Context: an optimization exercise on an open-source flow, tuned for small area, a short achievable clock period and few clock cycles per item. The choices shown serve that exercise and are no tape-out recipe. Where RTL was checked, it was by simulation tests only, not by an equivalence proof against the original. No activity file was given, so power comes from the tool's default toggle rates.

## run a
// s8b_decoder
module s8b_decoder (
    input  wire        clk,
    input  wire        rst,
    input  wire        in_valid,
    output wire        in_ready,
    input  wire [63:0] in_word,
    output wire        out_valid,
    input  wire        out_ready,
    output wire [31:0] out_data,
    output wire        out_last,
    output wire [5:0]  out_width,
    output wire        err
);
    function s8b_pen;
        input [3:0] s;
        input [5:0] sh;
        case (s)
            4'd2: s8b_pen = (sh == 6'd58);
            4'd3: s8b_pen = (sh == 6'd56);
            4'd4: s8b_pen = (sh == 6'd54);
            4'd5: s8b_pen = (sh == 6'd52);
            4'd6: s8b_pen = (sh == 6'd50);
            4'd7: s8b_pen = (sh == 6'd48);
            4'd8: s8b_pen = (sh == 6'd42);
            4'd9: s8b_pen = (sh == 6'd40);
            4'd10: s8b_pen = (sh == 6'd40);
            4'd11: s8b_pen = (sh == 6'd36);
            4'd12: s8b_pen = (sh == 6'd30);
            4'd13: s8b_pen = (sh == 6'd20);
            4'd14: s8b_pen = (sh == 6'd0);
            default: s8b_pen = 1'b0;
        endcase
    endfunction
    reg        ov;           
    reg [31:0] od;           
    reg        ol;           
    reg [3:0]  maxsel;       
    reg        err_r;
    reg        bad_r;        
    reg        done_r;       
    reg        ht_r;         
    reg        first_r;      
    reg        last_r;       
    reg [5:0]  shamt;        
  ...
==> flow/config.mk <==
export PLATFORM = sky130hd
export DESIGN_NAME = s8b_decoder
export DESIGN_NICKNAME = s8b_decoder
export VERILOG_FILES = /design/flow/design.v
export SDC_FILE = /design/flow/constraint.sdc
export NUM_CORES = 4
export LEC_CHECK = 0
export ABC_AREA = 1
export CAP_MARGIN = 20
export CORE_MARGIN = 2
export CORE_UTILIZATION = 55
export SETUP_SLACK_MARGIN = 4.0
export SLEW_MARGIN = 20
==> flow/constraint.sdc <==
create_clock -name core_clock -period 7.5 [get_ports {clk}]
set_input_delay 1.5000 -clock core_clock [delete_from_list [all_inputs] [get_ports {clk}]]
set_output_delay 1.5000 -clock core_clock [all_outputs]
set_load 0.01 [all_outputs]
standard.sh (not shown) runs the stock make flow with config.mk's settings and CLKGATE_MAP_FILE= SYNTH_SCRIPT=/design/flow/synth_recipe.tcl, a recipe that flattens the netlist after the stock synthesis.
==> flow/flow/run.sh <==
#!/bin/bash
# Own layout flow: the standard ORFS flow with two changes.
#  1. Synthesis is the standard one (synth_recipe.tcl, same passes, same
#     registers); only the ABC script that maps the combinational logic to
#     cells is replaced by flow/abc.script (area-oriented mapping without the
#     buffering/upsizing passes of ORFS's script; timing is repaired later by
#     the standard flow as usual).
#     Yosys's full-adder extraction is skipped too (ADDER_MAP_FILE empty), so
#     ABC maps the adders along with the rest.
#  2. Port buffers are the smallest buffer (buf_1) instead of ORFS's default
#     pick; every port still gets its buffer, and repair upsizes them as needed.
# Each step's full output goes to a log file in this folder (and ORFS's own
# logs under orfs/logs/).
set -euo pipefail
W=$(pwd)
rm -rf "$W/scripts_own"
cp -r "$FLOW_HOME/scripts" "$W/scripts_own"
cp "$W/flow/abc.script" "$W/scripts_own/abc_area.script"
cp "$W/flow/abc.script" "$W/scripts_own/abc_speed.script"
bash standard.sh SCRIPTS_DIR="$W/scripts_own" ADDER_MAP_FILE= synth > "$W/run_synth.log" 2>&1
bash standard.sh "BUFFER_PORTS_ARGS=-buffer_cell sky130_fd_sc_hd__buf_1" finish > "$W/run_layout.log" 2>&1
==> flow/flow/abc.script <==
strash
ifraig
dc2
dc2
strash
&get -n
&dch -f
&nf -R 1000
&put
topo
## Diff of input files: run b against run a
--- a/flow/design.v
+++ b/flow/design.v
@@ -32,39 +32,38 @@
             default: s8b_pen = 1'b0;
         endcase
     endfunction
     reg        ov;           
     reg [31:0] od;           
     reg        ol;           
     reg [3:0]  maxsel;       
     reg        err_r;
-    reg        bad_r;        
     reg        done_r;       
     reg        ht_r;         
     reg        first_r;      
     reg        last_r;       
     reg [5:0]  shamt;        
     reg [6:0]  pos;          
     wire [3:0] sel     = in_word[63:60];
     wire       sel_lo  = ~|sel[3:1];                     
     wire       sel_15  = &sel;
     wire       big     = |in_word[59:32];
     wire       bad_now = sel_lo || (sel_15 && big);      
     wire [3:0] sgt    = sel & ~maxsel;
     wire [3:0] seq    = ~(sel ^ maxsel);
     wire       sel_gt = sgt[3] | (seq[3] & (sgt[2] | (seq[2] & (sgt[1] | (seq[1] & sgt[0])))));
     wire can_load = !ov || out_ready;
-    assign in_ready = ht_r || (can_load && last_r);
+    wire rd_ok = first_r || iv_r;
+    assign in_ready = ht_r || (can_load && last_r && rd_ok);
     wire take = in_valid && in_ready;
-    wire adv  = can_load && in_valid && !ht_r;
-    wire good = in_valid && !ht_r && !(first_r && bad_now);
-    wire err_nx  = err_r || (take && (bad_r || (first_r && bad_now)));
-    wire bad_nx  = bad_r || (adv && first_r && bad_now && !take);
-    wire done_nx = (done_r && !take) || (adv && first_r && sel_15 && !take);
+    wire adv  = can_load && in_valid && !ht_r && rd_ok;
+    wire good = in_valid && !ht_r && rd_ok && !(first_r && bad_now);
+    wire err_nx  = err_r || (take && (first_r || done_r) && bad_now);
+    wire done_nx = (done_r && !take) || (adv && first_r && (sel_15 || sel_lo) && !take);
     reg [31:0] field;
     wire [38:0] lsh5;
     assign lsh5[0] = shamt[5] ? in_word[32] : in_word[0];
     assign lsh5[1] = shamt[5] ? in_word[33] : in_word[1];
     assign lsh5[2] = shamt[5] ? in_word[34] : in_word[2];
     assign lsh5[3] = shamt[5] ? in_word[35] : in_word[3];
     assign lsh5[4] = shamt[5] ? in_word[36] : in_word[4];
     assign lsh5[5] = shamt[5] ? in_word[37] : in_word[5];
@@ -425,18 +424,21 @@
         (maxsel == 4'd9) ? 6'd8 :
         (maxsel == 4'd10) ? 6'd10 :
         (maxsel == 4'd11) ? 6'd12 :
         (maxsel == 4'd12) ? 6'd15 :
         (maxsel == 4'd13) ? 6'd20 :
         (maxsel == 4'd14) ? 6'd30 :
         6'd60;
     reg  [3:0] sel_r;
-    always @(posedge clk)
-        if (adv) sel_r <= sel;
+    reg        iv_r;
+    always @(posedge clk) begin
+        sel_r <= sel;
+        iv_r  <= in_valid;
+    end
     wire [5:0] b_r =
         (sel_r == 4'd2) ? 6'd1 :
         (sel_r == 4'd3) ? 6'd2 :
         (sel_r == 4'd4) ? 6'd3 :
         (sel_r == 4'd5) ? 6'd4 :
         (sel_r == 4'd6) ? 6'd5 :
         (sel_r == 4'd7) ? 6'd6 :
         (sel_r == 4'd8) ? 6'd7 :
@@ -461,28 +463,26 @@
             ol     <= (pos == 7'd127);
             maxsel <= (pos == 7'd0 || sel_gt) ? sel : maxsel;
         end
     end
     always @(posedge clk) begin
         if (rst) begin
             ov      <= 1'b0;
             err_r   <= 1'b0;
-            bad_r   <= 1'b0;
             done_r  <= 1'b0;
             ht_r    <= 1'b0;
             first_r <= 1'b1;
             last_r  <= 1'b0;
             shamt   <= 6'd0;
             pos     <= 7'd0;
         end else begin
             err_r  <= err_nx;
-            bad_r  <= bad_nx;
             done_r <= done_nx;
-            ht_r   <= err_nx || bad_nx || done_nx;
+            ht_r   <= err_nx || done_nx;
             if (can_load)
                 ov <= good;
             if (adv)
                 pos <= pos + 7'd1;
             if (take) begin
                 first_r <= 1'b1;
                 shamt   <= 6'd0;
             end else if (adv) begin
[summary]
- Run b against run a: switching power of the nets dropped about 1.9%; cell area after placement fell by 1.5%; cell area after synthesis decreased 1.7%; final hold slack increased 9.6 ps; highest attainable clock frequency decreased by 2.3% relative to the old numbers.
- On run b: slack of the critical path is 83 ps lower than what run a gave.
- Run b has count of clock-buffer cells in the layout below what run a had.
Function was not checked in any run of this note: the RTL went through the layout flow alone.

---

Another version of the RTL of s8b_decoder (not shown whole).
Size: about 470 cells after synthesis, about 110 I/O pins, about 4000 sq um of cells after synthesis.
==> flow/config.mk <==
export PLATFORM = sky130hd
export DESIGN_NAME = s8b_decoder
export DESIGN_NICKNAME = s8b_decoder
export VERILOG_FILES = /design/flow/design.v
export SDC_FILE = /design/flow/constraint.sdc
export NUM_CORES = 4
export LEC_CHECK = 0
export ABC_AREA = 1
export CAP_MARGIN = 20
export CORE_MARGIN = 2
export CORE_UTILIZATION = 55
export SETUP_SLACK_MARGIN = 4.2
export SLEW_MARGIN = 20
==> flow/constraint.sdc <==
create_clock -name core_clock -period 7.5 [get_ports {clk}]
set_input_delay 1.5000 -clock core_clock [delete_from_list [all_inputs] [get_ports {clk}]]
set_output_delay 1.5000 -clock core_clock [all_outputs]
set_load 0.01 [all_outputs]
==> flow/flow/run.sh <==
#!/bin/bash
# Own layout flow: the standard ORFS flow with two changes.
#  1. Synthesis is the standard one (synth_recipe.tcl, same passes, same
#     registers); only the ABC script that maps the combinational logic to
#     cells is replaced by flow/abc.script (area-oriented mapping, after a time-limited deep AIG resynthesis, without the
#     buffering/upsizing passes of ORFS's script; timing is repaired later by
#     the standard flow as usual).
#     Yosys's full-adder extraction is skipped too (ADDER_MAP_FILE empty), so
#     ABC maps the adders along with the rest.
#  2. Port buffers are the smallest buffer (buf_1) instead of ORFS's default
#     pick; every port still gets its buffer, and repair upsizes them as needed.
# Each step's full output goes to a log file in this folder (and ORFS's own
# logs under orfs/logs/).
set -euo pipefail
W=$(pwd)
rm -rf "$W/scripts_own"
cp -r "$FLOW_HOME/scripts" "$W/scripts_own"
cp "$W/flow/abc.script" "$W/scripts_own/abc_area.script"
cp "$W/flow/abc.script" "$W/scripts_own/abc_speed.script"
bash standard.sh SCRIPTS_DIR="$W/scripts_own" ADDER_MAP_FILE= synth > "$W/run_synth.log" 2>&1
bash standard.sh "BUFFER_PORTS_ARGS=-buffer_cell sky130_fd_sc_hd__buf_1" finish > "$W/run_layout.log" 2>&1
==> flow/flow/abc.script <==
strash
ifraig
dc2
strash
&get -n
&deepsyn -T 120
&put
strash
&get -n
&dch -f
&nf -R 1000
&put
Testbench counts at the start, summed over its fixed seeds: cycles 25,005, items 24,576.
==> next run, changes <==
--- a/flow/design.v
+++ b/flow/design.v
@@ -449,24 +449,23 @@
         (sel_r == 4'd12) ? 6'd15 :
         (sel_r == 4'd13) ? 6'd20 :
         (sel_r == 4'd14) ? 6'd30 :
         6'd60;
     wire [5:0] sh_nx  = first_r ? b : shamt + b_r;
     wire       pen_nx = first_r ? (sel == 4'd14) : s8b_pen(sel_r, shamt);
     assign out_valid = ov;
     assign out_data  = od;
-    assign out_last  = ol;
+    assign out_last  = (pos == 7'd0);
     assign out_width = wdec;
     assign err       = err_r;
     always @(posedge clk) begin
         if (can_load)
             od <= value;
         if (adv) begin
-            ol     <= (pos == 7'd127);
             maxsel <= (pos == 7'd0 || sel_gt) ? sel : maxsel;
         end
     end
     wire ov_nx    = can_load ? good : ov;
     wire first_nx = take || (first_r && !adv);
     wire last_nx  = adv ? ((pos == 7'd126) || (!take && pen_nx)) : last_r;
     wire lr_nx    = last_nx && (first_nx || in_valid);
     always @(posedge clk) begin
After rerunning: The changed run completed with no timing, DRC or antenna violations; fmax grows by 1.1%; total power grows by 11%; via count shrinks by 1.0%; combinational power grows by 41%; die area shrinks by 1.1%; final cell count shrinks by 1.8%; clock skew grows by 4.6 ps; clock power shrinks by 6.6%; critical path depth stays the same; sequential power shrinks by about 1%; worst hold slack is worse by 5.3 ps.
Testbench counts after the change, summed over its fixed seeds: cycles 25,005, items 24,576.

---

s8b_decoder again, from the RTL that the note above started with.
==> flow/design.v (excerpt) <==
module s8b_decoder (
    input  wire        clk,
    input  wire        rst,
    input  wire        in_valid,
    output wire        in_ready,
    input  wire [63:0] in_word,
    output wire        out_valid,
    input  wire        out_ready,
    output wire [31:0] out_data,
    output wire        out_last,
    output wire [5:0]  out_width,
    output wire        err
);
export LEC_CHECK = 0
export ABC_AREA = 1
export CAP_MARGIN = 20
export CORE_MARGIN = 2
export CORE_UTILIZATION = 55
export SETUP_SLACK_MARGIN = 4.2
export SLEW_MARGIN = 20
create_clock -name core_clock -period 7.5 [get_ports {clk}]
==> flow/flow/run.sh <==
#!/bin/bash
# Own layout flow: the standard ORFS flow with two changes.
#  1. Synthesis is the standard one (synth_recipe.tcl, same passes, same
#     registers); only the ABC script that maps the combinational logic to
#     cells is replaced by flow/abc.script (area-oriented mapping without the
#     buffering/upsizing passes of ORFS's script; timing is repaired later by
#     the standard flow as usual).
#     Yosys's full-adder extraction is skipped too (ADDER_MAP_FILE empty), so
#     ABC maps the adders along with the rest.
#  2. Port buffers are the smallest buffer (buf_1) instead of ORFS's default
#     pick; every port still gets its buffer, and repair upsizes them as needed.
# Each step's full output goes to a log file in this folder (and ORFS's own
# logs under orfs/logs/).
set -euo pipefail
W=$(pwd)
rm -rf "$W/scripts_own"
cp -r "$FLOW_HOME/scripts" "$W/scripts_own"
cp "$W/flow/abc.script" "$W/scripts_own/abc_area.script"
cp "$W/flow/abc.script" "$W/scripts_own/abc_speed.script"
bash standard.sh SCRIPTS_DIR="$W/scripts_own" ADDER_MAP_FILE= synth > "$W/run_synth.log" 2>&1
bash standard.sh "BUFFER_PORTS_ARGS=-buffer_cell sky130_fd_sc_hd__buf_1" finish > "$W/run_layout.log" 2>&1
==> flow/flow/abc.script <==
strash
ifraig
dc2
dc2
strash
&get -n
&dch -f
&nf -R 1000
&put
topo
The first run finished clean.
Testbench counts at the start, summed over its fixed seeds: cycles 25,005, items 24,576.
Then changed:
--- a/flow/design.v
+++ b/flow/design.v
@@ -450,22 +450,21 @@
         (sel_r == 4'd13) ? 6'd20 :
         (sel_r == 4'd14) ? 6'd30 :
         6'd60;
     wire [5:0] sh_nx  = first_r ? b : shamt + b_r;
     wire       pen_nx = first_r ? (sel == 4'd14) : s8b_pen(sel_r, shamt);
     assign out_valid = ov;
     assign out_data  = od;
-    assign out_last  = ol;
+    assign out_last  = (pos == 7'd0);
     assign out_width = wdec;
     assign err       = err_r;
     always @(posedge clk) begin
         if (can_load)
             od <= value;
         if (adv) begin
-            ol     <= (pos == 7'd127);
             maxsel <= (pos == 7'd0 || sel_gt) ? sel : maxsel;
         end
     end
     wire ov_nx    = can_load ? good : ov;
     wire first_nx = take || (first_r && !adv);
     wire last_nx  = adv ? ((pos == 7'd126) || (!take && pen_nx)) : last_r;
     wire lr_nx    = last_nx && (first_nx || in_valid);
Result: Clock skew is about the same. Routed wire length increases by 6.1%. Setup slack got worse by 0.047 ns. Cell count decreases by 0.97%. Clock-buffer cell count decreases by 1. Design area increases by 2.7%. Global-route usage increases by 1.7 points. Non-clock buffer count increases by 7.
Testbench counts after the change, summed over its fixed seeds: cycles 25,005, items 24,576.

---

s8b_decoder, a different RTL version from the one above (not shown whole).
Size in the first run: ~57 flip-flops, roughly 0.0038 sq mm of cells after synthesis.
export LEC_CHECK = 0
export ABC_AREA = 1
export CAP_MARGIN = 20
export CORE_MARGIN = 2
export CORE_UTILIZATION = 55
export SETUP_SLACK_MARGIN = 4.0
export SLEW_MARGIN = 20
create_clock -name core_clock -period 7.5 [get_ports {clk}]
Scripts as last shown in full above: flow/flow/run.sh, flow/flow/abc.script
Rerun with:
--- a/flow/design.v
+++ b/flow/design.v
@@ -30,43 +30,43 @@
             4'd13: s8b_pen = (sh == 6'd20);
             4'd14: s8b_pen = (sh == 6'd0);
             default: s8b_pen = 1'b0;
         endcase
     endfunction
     reg        ov;           
     reg [31:0] od;           
     reg        ol;           
     reg [3:0]  maxsel;       
     reg        err_r;
-    reg        bad_r;        
     reg        done_r;       
     reg        ht_r;         
     reg        first_r;      
     reg        last_r;       
     reg [5:0]  shamt;        
     reg [6:0]  pos;          
     wire [3:0] sel     = in_word[63:60];
     wire       sel_lo  = ~|sel[3:1];                     
     wire       sel_15  = &sel;
     wire       big     = |in_word[59:32];
     wire       bad_now = sel_lo || (sel_15 && big);      
     wire [3:0] sgt    = sel & ~maxsel;
     wire [3:0] seq    = ~(sel ^ maxsel);
     wire       sel_gt = sgt[3] | (seq[3] & (sgt[2] | (seq[2] & (sgt[1] | (seq[1] & sgt[0])))));
     wire can_load = !ov || out_ready;
-    assign in_ready = ht_r || (can_load && last_r);
+    wire rd_ok = first_r || iv_r;
+    reg ra_r, r3_r;
+    assign in_ready = ra_r || (r3_r && out_ready);
     wire take = in_valid && in_ready;
-    wire adv  = can_load && in_valid && !ht_r;
-    wire good = in_valid && !ht_r && !(first_r && bad_now);
-    wire err_nx  = err_r || (take && (bad_r || (first_r && bad_now)));
-    wire bad_nx  = bad_r || (adv && first_r && bad_now && !take);
-    wire done_nx = (done_r && !take) || (adv && first_r && sel_15 && !take);
+    wire adv  = can_load && in_valid && !ht_r && rd_ok;
+    wire good = in_valid && !ht_r && rd_ok && !(first_r && bad_now);
+    wire err_nx  = err_r || (take && (first_r || done_r) && bad_now);
+    wire done_nx = (done_r && !take) || (adv && first_r && (sel_15 || sel_lo) && !take);
     reg [31:0] field;
     wire [38:0] lsh5;
     assign lsh5[0] = shamt[5] ? in_word[32] : in_word[0];
     assign lsh5[1] = shamt[5] ? in_word[33] : in_word[1];
     assign lsh5[2] = shamt[5] ? in_word[34] : in_word[2];
     assign lsh5[3] = shamt[5] ? in_word[35] : in_word[3];
     assign lsh5[4] = shamt[5] ? in_word[36] : in_word[4];
     assign lsh5[5] = shamt[5] ? in_word[37] : in_word[5];
     assign lsh5[6] = shamt[5] ? in_word[38] : in_word[6];
     assign lsh5[7] = shamt[5] ? in_word[39] : in_word[7];
@@ -422,51 +422,83 @@
         (maxsel == 4'd6) ? 6'd5 :
         (maxsel == 4'd7) ? 6'd6 :
         (maxsel == 4'd8) ? 6'd7 :
         (maxsel == 4'd9) ? 6'd8 :
         (maxsel == 4'd10) ? 6'd10 :
         (maxsel == 4'd11) ? 6'd12 :
         (maxsel == 4'd12) ? 6'd15 :
         (maxsel == 4'd13) ? 6'd20 :
         (maxsel == 4'd14) ? 6'd30 :
         6'd60;
-    wire [5:0] sh_nx  = shamt + b;
-    wire       pen_nx = s8b_pen(sel, shamt);
+    reg  [3:0] sel_r;
+    reg        iv_r;
+    always @(posedge clk) begin
+        sel_r <= sel;
+        iv_r  <= in_valid;
+    end
+    wire [5:0] b_r =
+        (sel_r == 4'd2) ? 6'd1 :
+        (sel_r == 4'd3) ? 6'd2 :
+        (sel_r == 4'd4) ? 6'd3 :
+        (sel_r == 4'd5) ? 6'd4 :
+        (sel_r == 4'd6) ? 6'd5 :
+        (sel_r == 4'd7) ? 6'd6 :
+        (sel_r == 4'd8) ? 6'd7 :
+        (sel_r == 4'd9) ? 6'd8 :
+        (sel_r == 4'd10) ? 6'd10 :
+        (sel_r == 4'd11) ? 6'd12 :
+        (sel_r == 4'd12) ? 6'd15 :
+        (sel_r == 4'd13) ? 6'd20 :
+        (sel_r == 4'd14) ? 6'd30 :
+        6'd60;
+    wire [5:0] sh_nx  = first_r ? b : shamt + b_r;
+    wire       pen_nx = first_r ? (sel == 4'd14) : s8b_pen(sel_r, shamt);
     assign out_valid = ov;
     assign out_data  = od;
     assign out_last  = ol;
     assign out_width = wdec;
     assign err       = err_r;
     always @(posedge clk) begin
         if (can_load)
             od <= value;
         if (adv) begin
             ol     <= (pos == 7'd127);
             maxsel <= (pos == 7'd0 || sel_gt) ? sel : maxsel;
         end
     end
+    wire ov_nx    = can_load ? good : ov;
+    wire first_nx = take || (first_r && !adv);
+    wire last_nx  = adv ? ((pos == 7'd126) || (!take && pen_nx)) : last_r;
+    wire lr_nx    = last_nx && (first_nx || in_valid);
+    always @(posedge clk) begin
+        if (rst) begin
+            ra_r <= 1'b0;
+            r3_r <= 1'b0;
+        end else begin
+            ra_r <= err_nx || done_nx || (lr_nx && !ov_nx);
+            r3_r <= lr_nx && ov_nx;
+        end
+    end
     always @(posedge clk) begin
         if (rst) begin
             ov      <= 1'b0;
             err_r   <= 1'b0;
-            bad_r   <= 1'b0;
             done_r  <= 1'b0;
             ht_r    <= 1'b0;
             first_r <= 1'b1;
             last_r  <= 1'b0;
             shamt   <= 6'd0;
             pos     <= 7'd0;
         end else begin
             err_r  <= err_nx;
-            bad_r  <= bad_nx;
             done_r <= done_nx;
-            ht_r   <= err_nx || bad_nx || done_nx;
+            ht_r   <= err_nx || done_nx;
             if (can_load)
                 ov <= good;
             if (adv)
                 pos <= pos + 7'd1;
             if (take) begin
                 first_r <= 1'b1;
                 shamt   <= 6'd0;
             end else if (adv) begin
                 first_r <= 1'b0;
                 shamt   <= sh_nx;
What happened: Clock skew hardly moves; core utilization is lower by 6.9 points; worst hold slack gets better by 15 ps; worst setup slack improved by 330 ps; final cell count came out higher by 0.42%; routed wire length is lower by 0.34%; via count went up by 0.66%; synthesized cell count rose by 6.7%; combinational power went down by 11%; clock-buffer cell count is higher by 2.
Testbench counts after the change, summed over its fixed seeds: cycles 25,005, items 24,576.
For the first run of this note, only the layout was checked, not whether the RTL still works.

separate check: timing with driven ports:
The results above use ideal ports. As a check the final layouts listed here were re-extracted and re-timed, cells and wires unchanged. Step 1: set_driving_cell puts a clkbuf_16 on clk and a buf_2 on each other input, an assumption about the parent block. Step 2 moves the port delays by t, midway between the first and last clock arrival at a register: inputs arrive t later, outputs are due t later. That takes back most of the time a late clock gives input paths. Slacks: ideal / step 1 / step 2; pairs: ideal / step 1.
run | shift t [ns] | setup WS [ns] | hold slack, ns
run a | 0.369 | 3.941 / 3.901 / 3.725 | 0.474 / 0.474 / 0.474
run b | 0.380 | 3.858 / 3.825 / 3.797 | 0.483 / 0.483 / 0.483
the first run of note 2 | 0.382 | 4.084 / 4.043 / 3.814 | 0.477 / 0.477 / 0.477
the second run of note 2 | 0.377 | 4.121 / 4.090 / 3.924 | 0.471 / 0.471 / 0.471
the first run of note 3 | 0.379 | 4.140 / 4.120 / 3.991 | 0.501 / 0.501 / 0.501
the second run of note 3 | 0.384 | 4.093 / 4.042 / 3.795 | 0.480 / 0.480 / 0.480
the first run of note 4 | 0.380 | 3.773 / 3.741 / 3.361 | 0.486 / 0.486 / 0.486
the second run of note 4 | 0.382 | 4.101 / 4.101 / 3.791 | 0.501 / 0.501 / 0.501
After both steps every run listed still meets setup and hold. For the first run of note 4, which loses most, drivers alone change the setup slack by -0.032 ns; drivers and shift together by -0.412 ns.
